This is an optimization exercise on Yosys and OpenROAD, whose aim is small area, a short achievable clock period and few clock cycles per item, not a production implementation. RTL that was checked went through simulation tests only; none was proved equivalent to the original. For run 5, only the layout was checked, not whether the RTL still works. Power figures rest on the tool's default switching activity, not on a simulated workload.

$ cat design.v
module qvlc_enc (
    input  wire        clk,
    input  wire        rst,         
    input  wire        in_valid,
    output wire        in_ready,
    input  wire [15:0] in_coef,     
    input  wire [3:0]  in_qno,      
    input  wire [1:0]  in_cls,      
    input  wire        in_mode,     
    output wire        out_valid,
    input  wire        out_ready,
    output wire [15:0] out_val,     
    output wire [4:0]  out_len,     
    output wire        out_last,    
    output wire        out_err,     
    output wire [11:0] out_bits     
);
    localparam RL = 64;             
    reg  [RL*9-1:0] ring;           
    wire [8:0]      ring_in;        
    always @(posedge clk)
        ring <= {ring[(RL-1)*9-1:0], ring_in};
    wire [8:0] tap  = ring[61*9 +: 9];    
    reg        rdy;                 
    reg  [5:0] wd;                  
    reg  [6:0] sd;
    reg        fd, sd_st, sd_err;
    wire [6:0] span = sd + {6'd0, fd} - {6'd0, sd_st} - {sd_err, 6'd0};
    reg  [5:0] wj;                  
    reg  [3:0] qe;                  
    reg        c3;                  
    reg        mode;
    reg        werr;                
    reg  [5:0] widx;                
    reg        pv;                  
    reg        pdc;                 
    reg  [7:0] pv8;                 
    reg        pc;
    reg        pneg;                
    reg        pend;
    wire in_fire = in_valid && rdy && !rst;
    function [2:0] shift_of(input [3:0] e, input c, input [1:0] z);
        reg [3:0] qs;
        begin
            qs = e + {2'd0, z};
            shift_of = (qs[3:2] == 2'd0) ? {2'd0, c} : qs[3:1] - 3'd1;
        end
    endfunction
    reg  [2:0] sh;                  
    wire [5:0] wj1   = wj + 6'd1;
    wire [3:0] in_qe = 4'd8 - {1'b0, in_qno[3:1]} - {3'd0, in_qno == 4'd15} +
                       {2'd0, in_cls == 2'd3, 1'b0};
    reg  [2:0] sh_1;
    always @(*) begin
        case (in_qno[3:1])
            3'd0:    sh_1 = 3'd3;
            3'd1:    sh_1 = in_mode ? 3'd3 : 3'd2;
            3'd2:    sh_1 = 3'd2;
            3'd3:    sh_1 = in_mode ? 3'd2 : 3'd1;
            3'd4:    sh_1 = 3'd1;
            3'd5:    sh_1 = in_mode ? 3'd1 : 3'd0;
            default: sh_1 = 3'd0;
        endcase
        if (in_cls == 2'd3) sh_1 = sh_1 + 3'd1;
    end
    wire [2:0] sh_n  = (wj == 6'd0) ? sh_1
                                    : shift_of(qe, c3, mode ? wj1[1:0] : wj1[5:4]);
    wire [14:0] ix  = in_coef[14:0];
    reg         ibig;
    always @(*) begin
        case (sh)
            3'd0:    ibig = in_coef[15] ? !((&ix[14:8])  && (|ix[7:0]))  : (|ix[14:8]);
            3'd1:    ibig = in_coef[15] ? !((&ix[14:9])  && (|ix[8:0]))  : (|ix[14:9]);
            3'd2:    ibig = in_coef[15] ? !((&ix[14:10]) && (|ix[9:0]))  : (|ix[14:10]);
            3'd3:    ibig = in_coef[15] ? !((&ix[14:11]) && (|ix[10:0])) : (|ix[14:11]);
            3'd4:    ibig = in_coef[15] ? !((&ix[14:12]) && (|ix[11:0])) : (|ix[14:12]);
            default: ibig = in_coef[15] ? !((&ix[14:13]) && (|ix[12:0])) : (|ix[14:13]);
        endcase
    end
    wire        x_neg = in_coef[15];
    wire [7:0]  v     = (ix >> sh) ^ {8{x_neg}};
    reg         c;
    always @(*) begin
        case (sh)
            3'd0:    c = x_neg;
            3'd1:    c = x_neg & (ix[0]   == 1'd0);
            3'd2:    c = x_neg & (ix[1:0] == 2'd0);
            3'd3:    c = x_neg & (ix[2:0] == 3'd0);
            3'd4:    c = x_neg & (ix[3:0] == 4'd0);
            default: c = x_neg & (ix[4:0] == 5'd0);
        endcase
    end
    wire [7:0]  pamp  = pv8 + {7'd0, pc};
    wire        p_nz  = (pamp != 8'd0);
    assign ring_in = pv ? {pdc || (pneg && p_nz), pdc ? 8'd0 : pamp}
                        : ring[(RL-1)*9 +: 9];
    reg        ract;                
    reg  [5:0] run;
    reg        rz0, rz1, rz2;       
    reg  [5:0] rd;                  
    reg        al;                  
    wire [8:0] look = ring[60*9 +: 9];
    wire       lz   = (look[7:0] == 8'd0);
    wire       la1  = (look[7:0] == 8'd1);
    reg        tz, ta1, ta2, ta3;   
    reg        tm;                  
    reg        ov;                  
    reg [15:0] oval;
    reg  [4:0] olen;
    reg        olast;
    reg        ofirst;              
    reg        oerr;
    reg  [9:0] obits;               
    wire       ospace = !ov || out_ready;
    wire [7:0] amp   = tap[7:0];
    wire       sgn   = tap[8];
    wire [5:0] r     = ract ? run : 6'd0;
    wire       r_0   = !ract || rz0;
    wire       r_1   = ract && rz1;
    wire       r_2   = ract && rz2;
    wire       is_eob = tm;
    wire       split1 = tz && !lz && (!la1 || !(r_0 || r_1));
    reg [15:0] t_val;
    reg  [4:0] t_len;
    always @(*) begin
        if (is_eob) begin
            t_val = 16'h0006; t_len = 5'd4;
        end else if (tz) begin                         
            if (r_0) begin t_val = 16'h007C;           t_len = 5'd7;  end
            else     begin t_val = {10'h07E, r};       t_len = 5'd13; end
        end else if (ta1 && r_1) begin
            t_val = {11'd0, 4'b0111, sgn};  t_len = 5'd5;
        end else if (ta1 && r_2) begin
            t_val = {10'd0, 5'b10100, sgn}; t_len = 5'd6;
        end else if (ta1) begin
            t_val = {14'd0, 1'b0, sgn};     t_len = 5'd3;
        end else if (ta2) begin
            t_val = {12'd0, 3'b010, sgn};   t_len = 5'd4;
        end else if (ta3) begin
            t_val = {11'd0, 4'b1000, sgn};  t_len = 5'd5;
        end else begin
            t_val = {7'b1111111, amp, sgn}; t_len = 5'd16;
        end
    end
    wire emit    = is_eob || !tz || split1;
    wire start   = !ract && pend;                       
    wire do_err  = start && werr && ospace;
    wire can_go  = al && (ract || (pend && !werr));
    wire step    = can_go && (!emit || ospace);
    wire load    = (step && emit) || do_err;
    wire s_le63 = (span[6] == 1'b0);
    wire s_64   = (span == 7'd64);
    wire s_65   = (span == 7'd65);
    wire span_ok = do_err || s_le63 || (s_64 && !(in_fire && !step)) ||
                   (s_65 && step && !in_fire);
    assign in_ready = rdy;
    always @(posedge clk) begin
        if (rst) begin
            rdy    <= 1'b1;
            wd     <= 6'd1;
            rd     <= 6'd2;
            al     <= 1'b1;
            sd     <= 7'd0;
            fd     <= 1'b0;
            sd_st  <= 1'b0;
            sd_err <= 1'b0;
            wj     <= 6'd0;
            pv     <= 1'b0;
            pdc    <= 1'b0;
            pend   <= 1'b0;
            ract   <= 1'b0;
            ov     <= 1'b0;
            ofirst <= 1'b1;
        end else begin
            wd   <= in_fire ? wd : wd - 6'd1;
            sd     <= span;
            fd     <= in_fire;
            sd_st  <= step;
            sd_err <= do_err;
            rdy  <= (in_fire || wd == 6'd2) && span_ok;
            pv   <= in_fire;
            pdc  <= in_fire && (wj == 6'd0);
            if (in_fire) wj <= wj + 6'd1;
            if (in_fire && wj == 6'd63) pend <= 1'b1;
            else if (start && (do_err || step)) pend <= 1'b0;
            rd <= step ? rd : rd - 6'd1;
            al <= step ? al : (rd == 6'd3);
            if (step) begin
                ract <= !is_eob;
                run  <= tz ? r + 6'd1 : 6'd0;
                rz0  <= !tz;
                rz1  <= tz && r_0;
                rz2  <= tz && r_1;
            end
            if (load) ov <= 1'b1;
            else if (out_ready) ov <= 1'b0;
            if (load) ofirst <= do_err || is_eob;
        end
    end
    always @(posedge clk) begin
        if (in_fire && wj == 6'd0) begin
            qe   <= in_qe;
            c3   <= (in_cls == 2'd3);
            mode <= in_mode;
        end
        if (in_fire && (!werr || wj == 6'd1))
            widx <= wj;
        if (in_fire && wj != 6'd0)
            werr <= ibig || (werr && wj != 6'd1);
        if (in_fire) sh <= sh_n;
        pv8   <= v;
        pc    <= c;
        pneg  <= x_neg;
        tz  <= lz;
        ta1 <= la1;
        tm  <= lz && look[8];
        ta2 <= (look[7:0] == 8'd2);
        ta3 <= (look[7:0] == 8'd3);
        if (load) begin
            oerr  <= do_err;
            olast <= do_err || is_eob;
            oval  <= do_err ? {10'd0, widx} : t_val;
            olen  <= do_err ? 5'd0 : t_len;
            obits <= do_err ? 10'd0 : (ofirst ? 10'd0 : obits) + {5'd0, t_len};
        end
    end
    assign out_valid = ov;
    assign out_val   = oval;
    assign out_len   = olen;
    assign out_last  = olast;
    assign out_err   = oerr;
    assign out_bits  = {2'd0, obits};
endmodule
$ cat flow/run.sh
#!/bin/bash
set -euo pipefail
bash standard.sh finish SETUP_SLACK_MARGIN=6.0 > standard_make.log 2>&1
$ cat standard.sh
#!/bin/bash
# synth_recipe.tcl (not shown) runs the flow's synth.tcl, then flattens the netlist and writes it again
# the make line also repeats each setting of config.mk as NAME=value (left out here)
make -C /OpenROAD-flow-scripts/flow DESIGN_CONFIG=/design/flow/config.mk WORK_HOME=/design/flow/orfs CLKGATE_MAP_FILE= SYNTH_SCRIPT=/design/flow/synth_recipe.tcl "${@:-finish}"
$ cat config.mk
export PLATFORM = sky130hd
export DESIGN_NAME = qvlc_enc
export DESIGN_NICKNAME = qvlc_enc
export VERILOG_FILES = /design/flow/design.v
export SDC_FILE = /design/flow/constraint.sdc
export NUM_CORES = 4
export LEC_CHECK = 0
export CAP_MARGIN = 20
export CORE_MARGIN = 2
export CORE_UTILIZATION = 60
export CTS_CLUSTER_DIAMETER = 100
export CTS_CLUSTER_SIZE = 30
export SETUP_SLACK_MARGIN = 5
export SLEW_MARGIN = 20
$ cat constraint.sdc
create_clock -name core_clock -period 9.0 [get_ports {clk}]
set_input_delay 1.8000 -clock core_clock [delete_from_list [all_inputs] [get_ports {clk}]]
set_output_delay 1.8000 -clock core_clock [all_outputs]
set_load 0.01 [all_outputs]
==> results of run 1 <==
==> how the worst max path moves through the flow <==
stage                start             end  cells after the start
2_1_floorplan   in_coef[3]  werr$_DFFE_PP_                      6
3_3_place_gp   in_coef[15]  werr$_DFFE_PP_                      7
3_5_place_dp   in_coef[15]  werr$_DFFE_PP_                      6
4_1_cts         in_coef[6]  werr$_DFFE_PP_                      7
5_1_grt        in_coef[11]  werr$_DFFE_PP_                      7
6_report        in_coef[1]  werr$_DFFE_PP_                      7
==> worst reg2reg max path: stages (launching register included) <==
cell and delay [ns]:
dfxtp_4 0.38, ha_2 0.21, a31o_2 0.25, a21oi_2 0.14, nor2b_1 0.10, fa_2 0.41, xnor2_1 0.16, ha_2 0.20
or3b_2 0.44, mux2i_1 0.14, o21ai_0 0.10, a31oi_1 0.20
==> power breakdown <==
part,switching (mW),internal (mW),leakage (nW)
Combinational,0.0853,0.0911,1.76
Clock,0.802,0.551,0.346
Sequential,0.0822,3.31,5.62
==> routing by layer <==
metal  vias up  GRT usage  wire [um]
li1       4072          -          -
met1      3717      0.229      12200
met2       117      0.217       9150
met3        38     0.0207        718
met4         0     0.0403        551
met5         -          0          0
==> repair_timing <==
action / in CTS / in global routing
gates cloned: 1 / 0
resized for setup: 161 / 51
buffers inserted: 16 / 7
pin swaps: 9 / 13
endpoints found under the setup margin: 66 / 28
==> area by class of cell <==
cell class,instances,area (um2),share of cell area
sequential,679,14100,0.731
multi-input combinational,446,3210,0.166
clock buffer,32,694,0.0359
timing repair buffer,85,646,0.0334
tap,384,480,0.0248
inverter,39,150,0.00776
clock inverter,1,16.3,0.000841
timing repair inverter,1,7.51,0.000388
==> Yosys cell counts (5+ instances only) <==
master and number:
mux2i_1 16, mux4_2 8, dfxtp_1 626, buf_4 7
o21ai_0 19, and2_1 16, ha_1 31, nand2_1 39
edfxtp_1 53, nor3_1 22, a21o_1 6, o22ai_1 8
nand2b_1 10, a31oi_1 7, or3_1 7, xor2_1 18
nand3_1 16, clkbuf_1 23, nor2b_1 14, inv_1 39
nor2_1 82, and3_1 5, nand3b_1 6, xnor2_1 29
a21oi_1 28
==> registers in the layout, summed over array words and instances (netlist names), 3 cells and up <==
| name | count |
|---|---|
| wd | 6 |
| pv8 | 8 |
| qe | 4 |
| sh | 3 |
| rd | 6 |
| sd | 7 |
| obits | 10 |
| olen | 5 |
| run | 6 |
| widx | 6 |
| oval | 11 |
| wj | 6 |
| ring | 576 |
==> kinds of logic (layout without fill, tap and decap cells) <==
family | Yosys count | after routing | synth area share
AO/OA/AOI/OAI | 102 | 102 | 0.0377
XOR/XNOR | 47 | 47 | 0.0236
adder cells (fa/ha/maj) | 36 | 36 | 0.0274
buffers and inverters | 72 | 158 | 0.0170
flip-flops | 679 | 679 | 0.808
multiplexers | 24 | 24 | 0.0195
other | 1 | 2 | 0.000215
AND/OR/NAND/NOR | 235 | 235 | 0.0666
==> per-stage QoR <==
step / power, mW / cells / hold slack (ns) / utilization / setup WS (ns)
finish: 4.92 / 1667 / 0.308 / 0.674 / 5.91
detailed placement: 3.62 / 1610 / 0.312 / 0.645 / 4.85
global placement: 3.62 / 1610 / 0.310 / 0.645 / 4.96
floorplan: 3.55 / 1197 / 0.310 / - / 5.74
global route: 5.12 / 1667 / 0.324 / 0.674 / 5.85
CTS: 4.97 / 1660 / 0.317 / 0.671 / 5.88
==> cells in the final DEF (no fill, tap or decap), types with 8 or more instances in the layout <==
| master | Yosys | layout |
|---|---|---|
| nand2b_1 | 10 | 9 |
| dfxtp_1 | 626 | 617 |
| inv_1 | 39 | 36 |
| nand2_1 | 39 | 37 |
| clkbuf_2 | 0 | 8 |
| nor3_1 | 22 | 19 |
| xor2_1 | 18 | 18 |
| clkbuf_16 | 0 | 27 |
| ha_1 | 31 | 28 |
| buf_4 | 7 | 22 |
| o21ai_0 | 19 | 16 |
| and2_1 | 16 | 16 |
| nor2_1 | 82 | 80 |
| mux4_2 | 8 | 8 |
| edfxtp_1 | 53 | 53 |
| buf_2 | 1 | 28 |
| nand3_1 | 16 | 16 |
| o22ai_1 | 8 | 8 |
| a21oi_1 | 28 | 27 |
| mux2i_1 | 16 | 16 |
| nor2b_1 | 14 | 14 |
| xnor2_1 | 29 | 29 |
| clkdlybuf4s50_1 | 0 | 12 |
==> run notes, run 1 <==
Critical-path top delay cell=or4_4; hold path cells=0; Die Span Y=175 um; Die Wd=175 um; Hold-fix buffers, CTS=0; GRT overflow=0; Final setup viols=0; setup TNS=0 ns; worst IR drop on VDD=179 uV; fin area=0.0193 mm2; RR Startpoint=wj[0]$_SDFFE_PP0P_; Setup CP Type=in2reg; layout cell share with drive strength beyond 1=0.115; H-tree Lvls=1; Clock Skews=0.0250 ns; CP top delay family=simple AND/OR/NAND/NOR gates; Tightest Pin Transition=0.803 ns; pin count of the biggest net entering global routing=39; Die ar.=0.0305 mm2; worst min path class=reg2reg; syn avg cell area=14.6 um2; Worst slew margin=0.465; Critical Path Max Stage Delay=0.55 ns; Ys Warns=1; Initial DRC Count=354; power density cells=254 mW/mm2; Initial Util=0.609; DRC viols=0; RSZ-0062 raised after global routing=yes; Tcrit/Tclk final=0.343; top post-synthesis cells by area=dfxtp_1 (72%), edfxtp_1 (9.1%), ha_1 (2.2%); Cells after Synth=1,196; IO Pins=64; top cell type's share of synthesized area=0.717; outcome=finished clean; WP buf/inv=1; # diodes=0; drt total wl=22,600 um; CTS max path bufs=3; GP Congestion=0.798; Fmax=0.324 GHz; vias per cell=4.77; CTS root buffer=clkbuf_16; Port Buffers=61; CP required=9.34 ns; vias in the first global route=7,721; WP data arrival=3.43 ns; iteration count of the initial detailed-routing pass=4; R2R depth=11; Fillers=2,074; CTS buffer count=26; clk latency of the worst-skew pair=0.56 ns; worst hold start=ring[28]$_DFF_P_; CTS clk-pin slew, worst paths=0.12 ns; core box area=0.0287 mm2; Post-synth EDFFs=53; RR Endpoint=sh[2]$_DFFE_PP_; max_cap viols=0; Post-Syn Area=0.0175 mm2; synthesized flop and latch total=679; DP Area=0.0185 mm2; maximum fanout along the worst path=4; final hold viol count=0; Seq/Total Area, Yosys=0.808; CTS sink cnt=679; antenna viol nets, final=0; Max Slew Vio Count=0; Synth Flop Type=dfxtp_1; P&R area growth vs syn=10.7%; row cnt=62; FF-to-FF setup slack=6.10 ns; CTS tree=done; Cell Chain, Critical Path=buf_8 > or4_4 > nor3_4 > nand3b_1 > o31ai_2 > a2111oi_2 > o41ai_1; post-synth cell types=59; critical path endpoint category=flop; initial antenna violation count=1; Synth async-reset ratio=0; routed wire length per instance=13.6 um; startpoint types=input port; largest area contributor in the netlist=dfxtp_1; Vias=7,944; leakage power=7.72 nW; Overall Global Routing Usage=0.147; hold endpoint=ring[37]$_DFF_P_; DPL Wire Length=13,800 um; min cycle time layout=3.09 ns; NumNets Final=1,340; first-pass GRT wire length=37,300 um
Testbench counts, summed over its fixed seeds: cycles 21,000, blocks 320.
==> run 2: changes to the inputs <==
--- a/config.mk
+++ b/config.mk
@@ -8,7 +8,7 @@
 export CAP_MARGIN = 20
 export CORE_MARGIN = 2
 export CORE_UTILIZATION = 60
-export CTS_CLUSTER_DIAMETER = 100
-export CTS_CLUSTER_SIZE = 30
+export CTS_CLUSTER_DIAMETER = 70
+export CTS_CLUSTER_SIZE = 36
 export SETUP_SLACK_MARGIN = 5
 export SLEW_MARGIN = 20
==> run 2 against run 1 <==
  * Sequential share of layout area decreased by 0.83 points
  * Total power increased by 3.5%
  * Count of clock-buffer cells in the layout decreased by 5
  * Register-to-register slack about the same
  * Largest power group unchanged
==> run notes, run 2 <==
outcome=finished clean; CTS sink cnt=679; CP required=7.20 ns; Port Buffers=61; RSZ-0062 raised after global routing=yes; DRC viols=0; Die Wd=175 um; Critical-path top delay cell=edfxtp_1; syn avg cell area=14.6 um2; setup TNS=0 ns; routed wire length per instance=13.5 um; Critical Path Max Stage Delay=0.42 ns; synthesized flop and latch total=679; Seq/Total Area, Yosys=0.808; Final setup viols=0; CTS tree=done; Cells after Synth=1,196; FF-to-FF setup slack=6.11 ns; Post-Syn Area=0.0175 mm2; Post-synth EDFFs=53; Tightest Pin Transition=0.802 ns; NumNets Final=1,341; Initial Util=0.609; H-tree Lvls=1; startpoint types=flop; Clock Skews=0.0285 ns; P&R area growth vs syn=12.0%; post-synth cell types=59; hold path cells=0; vias in the first global route=7,709; IO Pins=64; first-pass GRT wire length=37,300 um; Crit path top cell by count=buf_6; iteration count of the initial detailed-routing pass=4; WP buf/inv=2; clk latency of the worst-skew pair=0.58 ns; # diodes=0; layout cell share with drive strength beyond 1=0.126; max_cap viols=0; top flop regs=ring (576), oval (11), obits (10); leakage power=7.84 nW; Initial DRC Count=390; CTS clk-pin slew, worst paths=0.12 ns; fin area=0.0196 mm2; top cells by count, synth=dfxtp_1 (626), nor2_1 (82), edfxtp_1 (53); initial antenna violation count=1; Setup CP Type=reg2out; Vias=7,949; max FFs per register=576; RR Startpoint=wj[0]$_SDFFE_PP0P_; vias per cell=4.74; Die ar.=0.0305 mm2; power density cells=260 mW/mm2; Fmax=0.329 GHz; row cnt=62; CTS buffer count=27; RR Endpoint=sh[2]$_DFFE_PP_; Synth async-reset ratio=0; Worst setup startpoint=oval[14]$_SDFFCE_PP0P_; R2R depth=11; worst hold slack=0.307 ns; top post-synthesis cells by area=dfxtp_1 (72%), edfxtp_1 (9.1%), ha_1 (2.2%); GP Congestion=0.798; pin count of the biggest net entering global routing=39; WP data arrival=1.24 ns; Cell Chain, Critical Path=buf_6 > buf_6; worst IR drop on VDD=185 uV; drt total wl=22,600 um; Max Slew Vio Count=0; CP top delay family=flip-flops; Crit path depth=2; Die Span Y=175 um; count leader, synth=dfxtp_1; Tcrit/Tclk final=0.337; most frequent cells in the layout=dfxtp_1 (617), nor2_1 (80), edfxtp_1 (53); DPL Wire Length=13,800 um; top cell type's share of synthesized area=0.717; largest area contributor in the netlist=dfxtp_1; Worst slew margin=0.466; commonest non-fill, non-tap cell in the layout=dfxtp_1; Ys Warns=1; worst min path class=reg2reg; Overall Global Routing Usage=0.147; DP Area=0.0185 mm2; CTS root buffer=clkbuf_16; maximum fanout along the worst path=2; Synth Flop Type=dfxtp_1; Hold-fix buffers, CTS=0; Biggest register=ring; GRT overflow=0; worst setup path endpoint=out_val[15]; final hold viol count=0; core box area=0.0287 mm2; min cycle time layout=3.04 ns; antenna viol nets, final=0; critical path endpoint category=output port; CTS max path bufs=3
-- run 2: layout make-up --
type | instances | area, um2
flip-flops and latches | 679 | 14100
fillers | 2060 | 9130
multi-input cells | 446 | 3210
clock buffers | 27 | 676
repair buffers | 85 | 661
well taps | 384 | 480
clock inverters | 15 | 243
inverters | 39 | 150
repair inverters | 1 | 7.51
-- run 2: logic make-up after synthesis --
| group | after synthesis | synth area share |
|---|---|---|
| multiplexers | 24 | 0.0195 |
| XOR/XNOR | 47 | 0.0236 |
| AND/OR/NAND/NOR | 235 | 0.0666 |
| flip-flops | 679 | 0.808 |
| other | 1 | 0.000215 |
| adder cells (fa/ha/maj) | 36 | 0.0274 |
| buffers and inverters | 72 | 0.0170 |
| AO/OA/AOI/OAI | 102 | 0.0377 |
-- run 2: power breakdown --
part	leakage [nW]	switching [mW]	total, mW	internal [mW]
Clock	0.435	0.924	1.53	0.603
Combinational	1.78	0.0848	0.175	0.0906
Sequential	5.62	0.0818	3.39	3.31
-- run 2: how the worst min path moves through the flow --
stage,start,to,slack [ns]
2_1_floorplan,ring[91]$_DFF_P_,ring[100]$_DFF_P_,0.31
3_3_place_gp,ring[152]$_DFF_P_,ring[161]$_DFF_P_,0.31
3_5_place_dp,ring[2]$_DFF_P_,ring[11]$_DFF_P_,0.31
4_1_cts,ring[54]$_DFF_P_,ring[63]$_DFF_P_,0.31
5_1_grt,ring[54]$_DFF_P_,ring[63]$_DFF_P_,0.32
6_report,ring[54]$_DFF_P_,ring[63]$_DFF_P_,0.31
-- run 2: repair_timing --
item,CTS,global route
setup buffers,12,11
hold endpoints to repair,0,0
resized for setup,158,56
pin swaps,3,13
setup endpoints to repair,65,32
cloned,1,0
-- run 2: routing by layer --
metal	GRT usage	wire, um	vias up
met5	0	0	-
met4	0.0354	518	0
met3	0.0235	808	39
met2	0.217	9140	125
met1	0.229	12100	3701
li1	-	-	4084
-- run 2: per-stage QoR --
step | setup slack (ns) | util | total power, mW | std cells
finish | 5.96 | 0.682 | 5.09 | 1676
global route | 5.90 | 0.682 | 5.29 | 1676
CTS | 5.78 | 0.676 | 5.14 | 1665
detailed placement | 4.85 | 0.645 | 3.62 | 1610
global placement | 4.96 | 0.645 | 3.62 | 1610
floorplan | 5.74 | - | 3.55 | 1197
-- run 2: worst register-to-register path, stage by stage, from the launching register on --
cell and delay, ns:
dfxtp_4 0.38, ha_2 0.21, a31o_2 0.25, a21oi_2 0.14, nor2b_1 0.10, fa_2 0.41, xnor2_1 0.17, ha_2 0.20
or3b_2 0.44, mux2i_1 0.14, o21ai_0 0.10, a31oi_1 0.19
==> run 3: changes to the inputs <==
==> flow/run.sh (replaced) <==
#!/bin/bash
set -euo pipefail
bash standard.sh finish SETUP_SLACK_MARGIN=6.0 "BUFFER_PORTS_ARGS=-buffer_cell sky130_fd_sc_hd__buf_1" > standard_make.log 2>&1
--- a/config.mk
+++ b/config.mk
@@ -7,8 +7,8 @@
 export LEC_CHECK = 0
 export CAP_MARGIN = 20
 export CORE_MARGIN = 2
-export CORE_UTILIZATION = 60
-export CTS_CLUSTER_DIAMETER = 70
-export CTS_CLUSTER_SIZE = 36
+export CORE_UTILIZATION = 55
+export CTS_CLUSTER_DIAMETER = 100
+export CTS_CLUSTER_SIZE = 30
 export SETUP_SLACK_MARGIN = 5
 export SLEW_MARGIN = 20
==> run 3 against run 2 <==
  * Sequential share of layout area rose by 1.8 points
  * Sequential power barely moved
  * Combinational power fell by 5%
  * Critical path depth fell by 1
  * Sequential cell count did not move
  * Hold slack improved by 0.020 ns
  * Cell count did not move
  * Die area rose by 8.9%
  * Clock skew fell by 0.0066 ns
  * First-iteration DRC count rose by 21%
  * Design area fell by 2.4%
  * Largest cell class unchanged
  * Highest routed layer unchanged
==> run notes, run 3 <==
Fillers=2,462; pin count of the biggest net entering global routing=39; Most Crowded Layer GR=met1; initial antenna violation count=0; Max Slew Vio Count=0; Setup CP Type=reg2out; most frequent cells in the layout=dfxtp_1 (618), nor2_1 (80), edfxtp_1 (53); NumNets Final=1,330; hold path cells=0; top cell type's share of synthesized area=0.717; Crit path depth=1; final hold viol count=0; Critical Path Max Stage Delay=0.45 ns; # diodes=0; Cells after Synth=1,196; Die Wd=182 um; Biggest register=ring; total chip power=4.97 mW; largest area contributor in the netlist=dfxtp_1; vias per cell=4.71; Initial Util=0.557; count leader, synth=dfxtp_1; dpl ws=5.27 ns; CTS tree=done; CTS clk-pin slew, worst paths=0.11 ns; synthesized flop and latch total=679; Post-Syn Area=0.0175 mm2; min cycle time layout=2.99 ns; Post-synth EDFFs=53; fin area=0.0191 mm2; Final setup viols=0; Critical-path top delay cell=edfxtp_1; vias in the first global route=7,369; Clock Skews=0.0218 ns; critical path endpoint category=output port; Final Core Density=0.609; routed wire length per instance=13.5 um; startpoint types=flop; CTS max path bufs=3; core box area=0.0314 mm2; Synth Flop Type=dfxtp_1; DRC viols=0; met1 usage=0.210; commonest non-fill, non-tap cell in the layout=dfxtp_1; IO Pins=64; Tcrit/Tclk final=0.332; Worst slew margin=0.435; top flop regs=ring (576), oval (11), obits (10); top cells by count, synth=dfxtp_1 (626), nor2_1 (82), edfxtp_1 (53); max FFs per register=576; R2R depth=11; FF-to-FF setup slack=6.07 ns; leakage power=7.51 nW; H-tree Lvls=1; Die Span Y=182 um; Synth async-reset ratio=0; top post-synthesis cells by area=dfxtp_1 (72%), edfxtp_1 (9.1%), ha_1 (2.2%); DPL Wire Length=13,700 um; Die ar.=0.0332 mm2; max_cap viols=0; maximum fanout along the worst path=3; Non-Filler Instances=1,676; P&R area growth vs syn=9.33%; WP buf/inv=1; Vias=7,891; GP Congestion=0.779; iteration count of the initial detailed-routing pass=4; Port Buffers=61; Cell Chain, Critical Path=clkbuf_2; GRT overflow=0; worst IR drop on VDD=171 uV; CP top delay family=flip-flops; GR Util met2=0.197; Tightest Pin Transition=0.847 ns; drt total wl=22,600 um; power density cells=260 mW/mm2; worst min path class=reg2reg; post-synth cell types=59; CTS buffer count=27; CP required=7.20 ns; Fmax=0.335 GHz; syn avg cell area=14.6 um2; Initial DRC Count=472; antenna viol nets, final=0; worst hold slack=0.327 ns; clk latency of the worst-skew pair=0.58 ns; Seq/Total Area, Yosys=0.808; Overall Global Routing Usage=0.136; Final WS setup=6.01 ns; WP data arrival=1.19 ns; setup TNS=0 ns; outcome=finished clean; CTS sink cnt=679; row cnt=65; DP Area=0.0181 mm2; Ys Warns=1; DP Cell Count=1,628; CTS root buffer=clkbuf_16; met3 Resource Use GR=0.0226; RSZ-0062 raised after global routing=yes; layout cell share with drive strength beyond 1=0.0856; first-pass GRT wire length=37,000 um
-- run 3: changes by cell type in the layout (fill, tap and decap cells not counted), moves of 5 or more --
cell / before / now
buf_1: 0 / 47
buf_2: 30 / 1
clkdlybuf4s50_1: 11 / 0
dlymetal6s2s_1: 9 / 0
buf_4: 22 / 14
clkbuf_2: 5 / 13
buf_6: 5 / 0
clkbuf_1: 0 / 5
-- run 3: routing by layer --
layer  part of all wire  vias up
met2               0.40      141
met3              0.039       36
met4              0.021        0
met5                  0        -
met1               0.54     3656
li1                   -     4058
-- run 3: cells by family after synthesis --
group / share of synthesized area
XOR/XNOR: 0.0236
flip-flops: 0.808
adder cells (fa/ha/maj): 0.0274
buffers and inverters: 0.0170
other: 0.000215
multiplexers: 0.0195
AO/OA/AOI/OAI: 0.0377
AND/OR/NAND/NOR: 0.0666
-- run 3: what timing repair did --
item | in CTS | in global routing
hold buffers | 0 | 0
hold endpoints to repair | 0 | 0
setup buffers | 3 | 10
resized for setup | 6 | 42
endpoints found under the setup margin | 19 | 32
pin swaps | 0 | 7
-- run 3: area by class of cell --
type	count	area, um2	share of cell area
Tap cell	402	503	0.0263
Multi-Input combinational cell	446	3200	0.167
Clock buffer	32	694	0.0363
Clock inverter	3	70.1	0.00367
Timing Repair Buffer	75	352	0.0184
Inverter	39	150	0.00786
Sequential cell	679	14100	0.740
-- run 3: worst register-to-register path: cells and delay by family, from the launching register on --
kind            cells  cell delay [ns]
fa+ha+maj           3             0.82
compound gates      4             0.71
simple gates        2             0.52
flops               1             0.39
xor+xnor            1             0.17
mux                 1             0.15
-- run 3: power breakdown --
part	total (mW)	internal, mW	leakage, nW	switching, mW
clock network	1.42	0.567	0.370	0.848
registers	3.39	3.31	5.62	0.0832
logic	0.167	0.0847	1.53	0.0822
total	4.97	3.96	7.51	1.01
-- run 3: path summary, 6_finish.rpt --
kind / from / end
setup reg to reg: wj[0]$_SDFFE_PP0P_ / sh[2]$_DFFE_PP_
hold reg to reg: ring[315]$_DFF_P_ / ring[324]$_DFF_P_
setup / recovery: oval[14]$_SDFFCE_PP0P_ / out_val[14]
hold / removal: ring[315]$_DFF_P_ / ring[324]$_DFF_P_
==> run 4: changes to the inputs <==
--- a/config.mk
+++ b/config.mk
@@ -7,7 +7,7 @@
 export LEC_CHECK = 0
 export CAP_MARGIN = 20
 export CORE_MARGIN = 2
-export CORE_UTILIZATION = 55
+export CORE_UTILIZATION = 60
 export CTS_CLUSTER_DIAMETER = 100
 export CTS_CLUSTER_SIZE = 30
 export SETUP_SLACK_MARGIN = 5
==> run 4 against run 3 <==
  * Still clean on timing, DRC and antenna
  * Sequential share of layout area increased by 0.46 points
  * Via count decreased by 0.62%
  * Total power decreased by 1.4%
  * First-iteration DRC count increased by 1.1%
==> run notes, run 4 <==
outcome=finished clean; final hold viol count=0; CP required=9.31 ns; count leader, synth=dfxtp_1; worst min path class=reg2reg; CTS tree=done; Worst slew margin=0.434; Fillers=2,117; H-tree Lvls=1; CTS buffer count=26; IO Pins=64; GP Congestion=0.789; # diodes=0; maximum fanout along the worst path=5; critical path endpoint category=flop; leakage power=7.44 nW; Vias=7,842; Die ar.=0.0305 mm2; DPL Wire Length=13,600 um; routed wire length per instance=13.5 um; drt total wl=22,300 um; top cells by count, synth=dfxtp_1 (626), nor2_1 (82), edfxtp_1 (53); max FFs per register=576; WP data arrival=3.28 ns; CTS root buffer=clkbuf_16; row cnt=62; setup TNS=0 ns; register area=0.0141 mm2; Max Slew Vio Count=0; vias in the first global route=7,500; CTS max path bufs=3; clk latency of the worst-skew pair=0.57 ns; top post-synthesis cells by area=dfxtp_1 (72%), edfxtp_1 (9.1%), ha_1 (2.2%); Die Wd=175 um; synthesized flop and latch total=679; min cycle time layout=2.97 ns; Synth Flop Type=dfxtp_1; layout cell share with drive strength beyond 1=0.0726; CTS clk-pin slew, worst paths=0.11 ns; area of the multi-input gates=0.00320 mm2; pin count of the biggest net entering global routing=39; Critical Path Max Stage Delay=0.34 ns; Post-synth EDFFs=53; Ys Warns=1; power density cells=258 mW/mm2; met1 usage=0.230; Biggest register=ring; Overall Global Routing Usage=0.147; most frequent cells in the layout=dfxtp_1 (621), nor2_1 (81), buf_1 (55); vias per cell=4.75; dpl ws=5.13 ns; Fmax=0.336 GHz; Initial DRC Count=477; iteration count of the initial detailed-routing pass=4; Hold-fix buffers, CTS=0; fin area=0.0190 mm2; NumNets Final=1,325; Seq/Total Area, Yosys=0.808; Cell Chain, Critical Path=buf_1 > inv_1 > ha_2 > a2111oi_4 > nor2_1 > ha_1 > a21oi_2 > o22ai_1; Critical-path top delay cell=a2111oi_4; Post-Syn Area=0.0175 mm2; Cells after Synth=1,196; post-synth cell types=59; max_cap viols=0; commonest non-fill, non-tap cell in the layout=dfxtp_1; DP Area=0.0181 mm2; top cell type's share of synthesized area=0.717; Setup CP Type=in2reg; Non-Filler Instances=1,652; P&R area growth vs syn=8.58%; startpoint types=input port; Initial Util=0.609; DRC viols=0; Most Crowded Layer GR=met1; worst hold slack=0.327 ns; first-pass GRT wire length=37,200 um; syn avg cell area=14.6 um2; met3 Resource Use GR=0.0205; Die Span Y=175 um; Tcrit/Tclk final=0.330; GRT overflow=0; antenna viol nets, final=0; worst IR drop on VDD=182 uV; Synth async-reset ratio=0; initial antenna violation count=0; core box area=0.0287 mm2; top flop regs=ring (576), oval (11), obits (10); Tightest Pin Transition=0.849 ns; Final WS setup=6.03 ns; Port Buffers=61; DP Cell Count=1,610; GR Util met2=0.217; RSZ-0062 raised after global routing=yes; largest area contributor in the netlist=dfxtp_1; Final setup viols=0; Clock Skews=0.0161 ns; CTS sink cnt=679
[run 4: cell counts after synthesis]
No cell type changed its count.
[run 4: metal layers]
metal,routed length (um),part of all wire,vias to the layer above
met3,704,0.032,36
li1,-,-,4043
met2,9020,0.40,104
met4,480,0.022,0
met5,0,0,-
met1,12100,0.54,3659
[run 4: report_power, final]
group | leakage, nW | internal, mW | total (mW) | switching, mW
Combinational | 1.49 | 0.0837 | 0.166 | 0.0821
Sequential | 5.62 | 3.31 | 3.39 | 0.0823
Clock | 0.340 | 0.536 | 1.35 | 0.811
[run 4: final timing paths]
path / startpoint / endpoint / slack (ns) / cells past startpoint
hold / removal: ring[9]$_DFF_P_ / ring[18]$_DFF_P_ / 0.33 / 0
hold reg to reg: ring[9]$_DFF_P_ / ring[18]$_DFF_P_ / 0.33 / 0
setup / recovery: in_qno[1] / sh[1]$_DFFE_PP_ / 6.03 / 8
setup reg to reg: wj[2]$_SDFFE_PP0P_ / sh[2]$_DFFE_PP_ / 6.14 / 11
[run 4: cells by family after synthesis]
logic type / after synthesis / share of synthesized area
AND/OR/NAND/NOR: 235 / 0.0666
XOR/XNOR: 47 / 0.0236
buffers and inverters: 72 / 0.0170
other: 1 / 0.000215
multiplexers: 24 / 0.0195
flip-flops: 679 / 0.808
AO/OA/AOI/OAI: 102 / 0.0377
adder cells (fa/ha/maj): 36 / 0.0274
[run 4: repair_timing]
action / CTS / global route
pin swaps: 1 / 9
endpoints found under the setup margin: 6 / 23
setup buffers: 3 / 5
gates resized for setup: 10 / 25
endpoints found under the hold margin: 0 / 0
cloned: 0 / 1
[run 4: layout make-up]
type,count,area share
inverters,39,0.00791
repair inverters,1,0.000264
flip-flops and latches,679,0.745
clock inverters,2,0.00171
well taps,384,0.0253
repair buffers,70,0.0162
clock buffers,31,0.0353
multi-input cells,446,0.169
[run 4: worst max-delay path, delay by kind of cell]
family,cells,cell delay [ns]
AO/OA/AOI/OAI,3,0.61
adder cells (fa/ha/maj),2,0.52
buffers and inverters,2,0.26
AND/OR/NAND/NOR,1,0.08
[run 4: metrics by stage]
stage / power (mW) / utilization
2_1_floorplan: 3.55 / -
3_3_place_gp: 3.61 / 0.631
3_5_place_dp: 3.62 / 0.631
4_1_cts: 4.95 / 0.657
5_1_grt: 5.11 / 0.661
6_report: 4.90 / 0.661
==> run 5: changes to the inputs <==
--- a/design.v
+++ b/design.v
@@ -102,7 +102,9 @@
     wire [8:0] look = ring[60*9 +: 9];
     wire       lz   = (look[7:0] == 8'd0);
     wire       la1  = (look[7:0] == 8'd1);
-    reg        tz, ta1, ta2, ta3;   
+    reg        tz, ta1;             
+    wire       ta2  = (tap[7:0] == 8'd2);
+    wire       ta3  = (tap[7:0] == 8'd3);
     reg        tm;                  
     reg        ov;                  
     reg [15:0] oval;
@@ -214,8 +216,6 @@
         tz  <= lz;
         ta1 <= la1;
         tm  <= lz && look[8];
-        ta2 <= (look[7:0] == 8'd2);
-        ta3 <= (look[7:0] == 8'd3);
         if (load) begin
             oerr  <= do_err;
             olast <= do_err || is_eob;
==> run 5 against run 4 <==
  * Critical path type is now reg2reg
  * Cell count is 0.97% higher
  * Routed wire length is 7.4% higher
  * Via count is 3.0% higher
  * Largest power group unchanged
  * Hold slack better by 0.00052 ns
  * Sequential share of layout area is 1.2 points lower
  * Worst setup slack worse by 0.39 ns
  * Critical path depth is 15 higher
  * Maximum frequency is 12% lower
  * Sequential power hardly changed
  * First-iteration DRC count is 17% lower
==> run notes, run 5 <==
H-tree Lvls=1; min cycle time layout=3.36 ns; layout cell share with drive strength beyond 1=0.0989; routed wire length per instance=14.3 um; max FFs per register=576; initial antenna violation count=0; antenna viol nets, final=0; DRC viols=0; register area=0.0141 mm2; Initial DRC Count=396; Synth Flop Type=dfxtp_1; DP Cell Count=1,604; WP buf/inv=17; Tightest Pin Transition=0.877 ns; post-synth cell types=61; commonest non-fill, non-tap cell in the layout=dfxtp_1; Max Slew Vio Count=0; Top Metal Used=met4; Worst setup startpoint=ring[553]$_DFF_P_; CTS tree=done; Port Buffers=61; drt total wl=23,900 um; worst min path class=reg2reg; critical path endpoint category=flop; RR Startpoint=ring[553]$_DFF_P_; pin count of the biggest net entering global routing=39; largest area contributor in the netlist=dfxtp_1; Die ar.=0.0305 mm2; maximum fanout along the worst path=2; CTS max path bufs=3; Fmax=0.298 GHz; core box area=0.0287 mm2; Cells after Synth=1,189; Die Wd=175 um; vias in the first global route=7,733; WL met3=1060 um; Crit path top cell by count=buf_6; met1 wire length=12,600 um; Post-synth EDFFs=53; top cells by count, synth=dfxtp_1 (624), nor2_1 (73), edfxtp_1 (53); CTS buffer count=26; first-pass GRT wire length=39,100 um; CP required=9.32 ns; syn avg cell area=14.7 um2; RSZ-0062 raised after global routing=yes; Setup CP Type=reg2reg; Cell Chain, Critical Path=or4_4 > nor3_4 > buf_4 > buf_6 > buf_6 > buf_6 > buf_4 > buf_6 > buf_6 > buf_6 > buf_6 > buf_6 > buf_6 > buf_6 > buf_6 > buf_6 > buf_6 > buf_6 > buf_6 > a21oi_2 > a311oi_2 > a21oi_1 > o22a_1; DPL Wire Length=14,500 um; Critical-path top delay cell=or4_4; outcome=finished clean; worst hold start=ring[327]$_DFF_P_; NumNets Final=1,340; Initial Util=0.608; final hold viol count=0; Die Span Y=175 um; GRT overflow=0; top flop regs=ring (576), oval (11), obits (10); metal2 WL=9790 um; CTS root buffer=clkbuf_16; GP Congestion=0.836; WP data arrival=3.68 ns; power density cells=256 mW/mm2; Non-Filler Instances=1,668; IO Pins=64; top cell type's share of synthesized area=0.716; Overall Global Routing Usage=0.157; Clock Skews=0.0142 ns; Ys Warns=1; clk latency of the worst-skew pair=0.57 ns; CP top delay family=buffers and inverters; Critical Path Max Stage Delay=0.56 ns; Hold-fix buffers, CTS=0; Biggest register=ring; area of the multi-input gates=0.00327 mm2; top post-synthesis cells by area=dfxtp_1 (72%), edfxtp_1 (9.1%), ha_1 (2.2%); count leader, synth=dfxtp_1; # diodes=0; iteration count of the initial detailed-routing pass=5; setup TNS=0 ns; leakage power=7.52 nW; Synth async-reset ratio=0; Post-Syn Area=0.0174 mm2; Vias=8,075; startpoint types=flop; Fillers=2,065; CTS sink cnt=677; vias per cell=4.84; worst IR drop on VDD=154 uV; CTS clk-pin slew, worst paths=0.10 ns; max_cap viols=0; row cnt=62; most frequent cells in the layout=dfxtp_1 (617), nor2_1 (72), edfxtp_1 (53), buf_1 (53), nand2_1 (39); P&R area growth vs syn=10.2%; Final setup viols=0; Worst slew margin=0.415; Seq/Total Area, Yosys=0.807; Tcrit/Tclk final=0.373; synthesized flop and latch total=677
[run 5: what timing repair did]
action | in CTS | in global routing
resized for setup | 25 | 30
buffers inserted | 25 | 5
pin swaps | 14 | 18
endpoints found under the setup margin | 9 | 22
[run 5: cell type report]
type / count / share of cell area
clock buffers: 31 / 0.0348
clock inverters: 3 / 0.00169
inverters: 39 / 0.00761
multi-input cells: 442 / 0.170
flip-flops and latches: 677 / 0.733
well taps: 384 / 0.0250
repair buffers: 92 / 0.0275
[run 5: where the power goes]
part / switching, mW / total [mW] / leakage, nW / internal, mW
Combinational: 0.0880 / 0.173 / 1.57 / 0.0846
Sequential: 0.0842 / 3.39 / 5.60 / 3.31
Clock: 0.816 / 1.35 / 0.343 / 0.537
[run 5: kinds of logic after synthesis]
| logic type | after synthesis | synth area share |
|---|---|---|
| flip-flops | 677 | 0.807 |
| AND/OR/NAND/NOR | 224 | 0.0638 |
| AO/OA/AOI/OAI | 111 | 0.0423 |
| buffers and inverters | 71 | 0.0170 |
| XOR/XNOR | 46 | 0.0231 |
| adder cells (fa/ha/maj) | 35 | 0.0268 |
| multiplexers | 24 | 0.0196 |
| other | 1 | 0.000215 |
[run 5: path summary, 6_finish.rpt]
kind	end	slack (ns)	cells after the start
max	oval[2]$_DFFE_PP_	5.64	23
min reg2reg	ring[336]$_DFF_P_	0.33	0
max reg2reg	oval[2]$_DFFE_PP_	5.64	23
min	ring[336]$_DFF_P_	0.33	0
[run 5: layer usage]
| metal | up-vias | global-route usage |
|---|---|---|
| li1 | 4080 | - |
| met1 | 3789 | 0.244 |
| met2 | 168 | 0.229 |
| met3 | 38 | 0.0262 |
| met4 | 0 | 0.0420 |
| met5 | - | 0 |
[run 5: stage by stage]
stage / total power [mW] / hold slack (ns) / util / worst slack, ns / area (um2)
final: 4.92 / 0.327 / 0.670 / 5.64 / 19200
after global placement: 3.62 / 0.311 / 0.632 / 5.32 / 18100
after global routing: 5.12 / 0.335 / 0.670 / 5.54 / 19200
after CTS: 4.96 / 0.326 / 0.665 / 5.73 / 19100
after detailed placement: 3.63 / 0.312 / 0.632 / 5.25 / 18100
after floorplan: 3.56 / 0.310 / - / 5.73 / 17600

-- what the ideal ports hide --
No port has a modelled driver above. Below, the same layouts with a new extraction and two added sets of constraints.
Step 1: set_driving_cell puts a clkbuf_16 on clk and a buf_2 on each other input, an assumption about the parent block.
Step 2, shift: input delay + t, output delay - t, t = (earliest + latest rising clock arrival at the registers) / 2. This alone moves slack from input paths to output paths.
Slacks: ideal / step 1 / step 2; pairs: ideal / step 1.
run | shift t [ns] | setup WS [ns] | clock arrival spread, ns | cell pins on the clock port's net
run 1 | 0.602 | 5.911 / 5.922 / 5.320 | 0.025 / 0.026 | 1
run 2 | 0.615 | 5.963 / 5.914 / 5.388 | 0.032 / 0.032 | 1
run 3 | 0.623 | 6.014 / 5.964 / 5.442 | 0.031 / 0.031 | 1
run 4 | 0.611 | 6.028 / 5.990 / 5.442 | 0.017 / 0.017 | 1
run 5 | 0.612 | 5.640 / 5.640 / 5.477 | 0.020 / 0.020 | 1
After both steps every run listed still meets setup and hold. For run 1, which loses most, drivers alone change the setup slack by +0.011 ns; drivers and shift together by -0.591 ns.
